This is an optimization exercise on Yosys and OpenROAD, whose aim is small area, not a production implementation.
Function was checked by simulation only, so behaviour that the tests miss may differ from the original.
Power is estimated from default activity; no workload was simulated.

// rfal_tsm
module rfal_tsm (
    input  wire        clk,
    input  wire        rst_n,
    input  wire        host_req,
    input  wire        host_we,
    input  wire [7:0]  host_addr,
    input  wire [31:0] host_wdata,
    output reg         host_ack,
    output reg  [31:0] host_rdata,
    output reg         fe_req,
    output reg  [3:0]  fe_op,
    output reg  [3:0]  fe_sel,
    output reg  [31:0] fe_arg,
    input  wire        fe_ack,
    input  wire [31:0] fe_rdata,
    output reg         mem_req,
    output reg         mem_we,
    output reg  [11:0] mem_addr,
    output reg  [7:0]  mem_wdata,
    input  wire        mem_ack,
    input  wire [7:0]  mem_rdata,
    output reg         pre_txrx,
    output reg         post_txrx
);
export LEC_CHECK = 0
export CAP_MARGIN = 20
export CORE_MARGIN = 2
export CORE_UTILIZATION = 50
export SLEW_MARGIN = 20
create_clock -name core_clock -period 12.0 [get_ports {clk}]
standard.sh (not shown) runs the stock make flow with config.mk's settings and CLKGATE_MAP_FILE= SYNTH_SCRIPT=/design/flow/synth_recipe.tcl, a recipe that flattens the netlist after the stock synthesis.
==> flow/flow/run.sh <==
#!/bin/bash
# Layout flow: the standard flow (standard.sh) with one change in synthesis:
# ABC maps the logic with an area-recovering script (flow/abc_area.script) and
# adders are left to ABC instead of fixed full/half-adder cells. Registers,
# flattening and renaming are the standard synthesis's (synth_recipe.tcl).
set -euo pipefail
WORK=$(pwd)

# synthesis script: synth_recipe.tcl with ABC's -script argument swapped
{
  cat <<'TCL'
proc abc {args} {
  set i [lsearch -exact $args -script]
  if {$i >= 0} { lset args [expr {$i + 1}] $::env(FLOW_ABC_SCRIPT) }
  puts "abc (area script): $args"
  yosys abc {*}$args
}
TCL
  cat "$WORK/synth_recipe.tcl"
} > "$WORK/area_synth.tcl"
export FLOW_ABC_SCRIPT="$WORK/flow/abc_area.script"

# standard.sh with the synthesis script and the adder map replaced
sed -e "s#SYNTH_SCRIPT=[^ ]*synth_recipe.tcl#SYNTH_SCRIPT=$WORK/area_synth.tcl ADDER_MAP_FILE=#" \
    "$WORK/standard.sh" > "$WORK/area_standard.sh"
grep -q "area_synth.tcl ADDER_MAP_FILE=" "$WORK/area_standard.sh"

# port buffers: the smallest buffer cell (every port still gets its own buffer)
export BUFFER_PORTS_ARGS="-buffer_cell sky130_fd_sc_hd__buf_1"
# clock tree: larger sink clusters under clkbuf_8 buffers, no dummy balancing loads
export CTS_ARGS="-sink_clustering_enable -repair_clock_nets -buf_list sky130_fd_sc_hd__clkbuf_8 -sink_clustering_size 16 -sink_clustering_max_diameter 70 -dont_use_dummy_load"

bash "$WORK/area_standard.sh" synth > "$WORK/synth.log" 2>&1
bash "$WORK/area_standard.sh" > "$WORK/layout.log" 2>&1
==> flow/flow/abc_area.script <==
strash
&get -n
&st
&deepsyn -T 240
&dch -f
&nf -a -p -F 10 -A 6 -C 32
&put
Change:
--- a/flow/flow/run.sh
+++ b/flow/flow/run.sh
@@ -1,7 +1,10 @@
 #!/bin/bash
-# Layout flow: the standard flow (standard.sh) with one change in synthesis:
-# ABC maps the logic with an area-recovering script (flow/abc_area.script) and
-# adders are left to ABC instead of fixed full/half-adder cells. Registers,
-# flattening and renaming are the standard synthesis's (synth_recipe.tcl).
+# Layout flow: the standard flow (standard.sh) with three changes:
+# - synthesis: ABC maps the logic with an area-recovering script
+#   (flow/abc_area.script) and adders are left to ABC instead of fixed
+#   full/half-adder cells; registers, flattening and renaming are the standard
+#   synthesis's (synth_recipe.tcl);
+# - port buffers use the smallest buffer cell;
+# - the clock tree uses clkbuf_8 buffers over clusters of up to 16 sinks.
 set -euo pipefail
 WORK=$(pwd)
==> flow/flow/abc_area.script (replaced) <==
strash
&get -n
&st
&deepsyn -T 240
&dch -f
&nf -a -p -F 10 -A 6 -C 32
&st
&dch -f
&nf -a -p -F 10 -A 6 -C 32
&put
--- a/flow/config.mk
+++ b/flow/config.mk
@@ -8,4 +8,4 @@
 export CAP_MARGIN = 20
 export CORE_MARGIN = 2
-export CORE_UTILIZATION = 50
+export CORE_UTILIZATION = 55
 export SLEW_MARGIN = 20
After rerunning: Maximum frequency went up by about 6.5%. Critical path depth went down by 1. Total power went up by 9.6%. Via count went up by 3.2%.

[port drivers added, routing unchanged]
The flow's constraints put no driver on any port. The routed layouts listed below were extracted and timed again, unchanged, in two steps.
Step 1, drivers: a clkbuf_16 drives clk and a buf_2 each remaining input, both assumed.
Step 2 also shifts input and output timing later by t, the mid clock arrival at the registers, as if the neighbouring blocks saw the same clock.
Slacks: ideal ports / drivers / drivers and shift; pairs: ideal ports / drivers.
run	t (ns)	slack for setup (ns)	worst slew at a driven data input, ns	pins driven straight from the clock port
the first run	0.690	3.656 / 3.598 / 4.094	0.05	1
the second run	0.690	4.163 / 4.103 / 4.183	0.06	1
After both steps setup and hold are still met in every run listed.
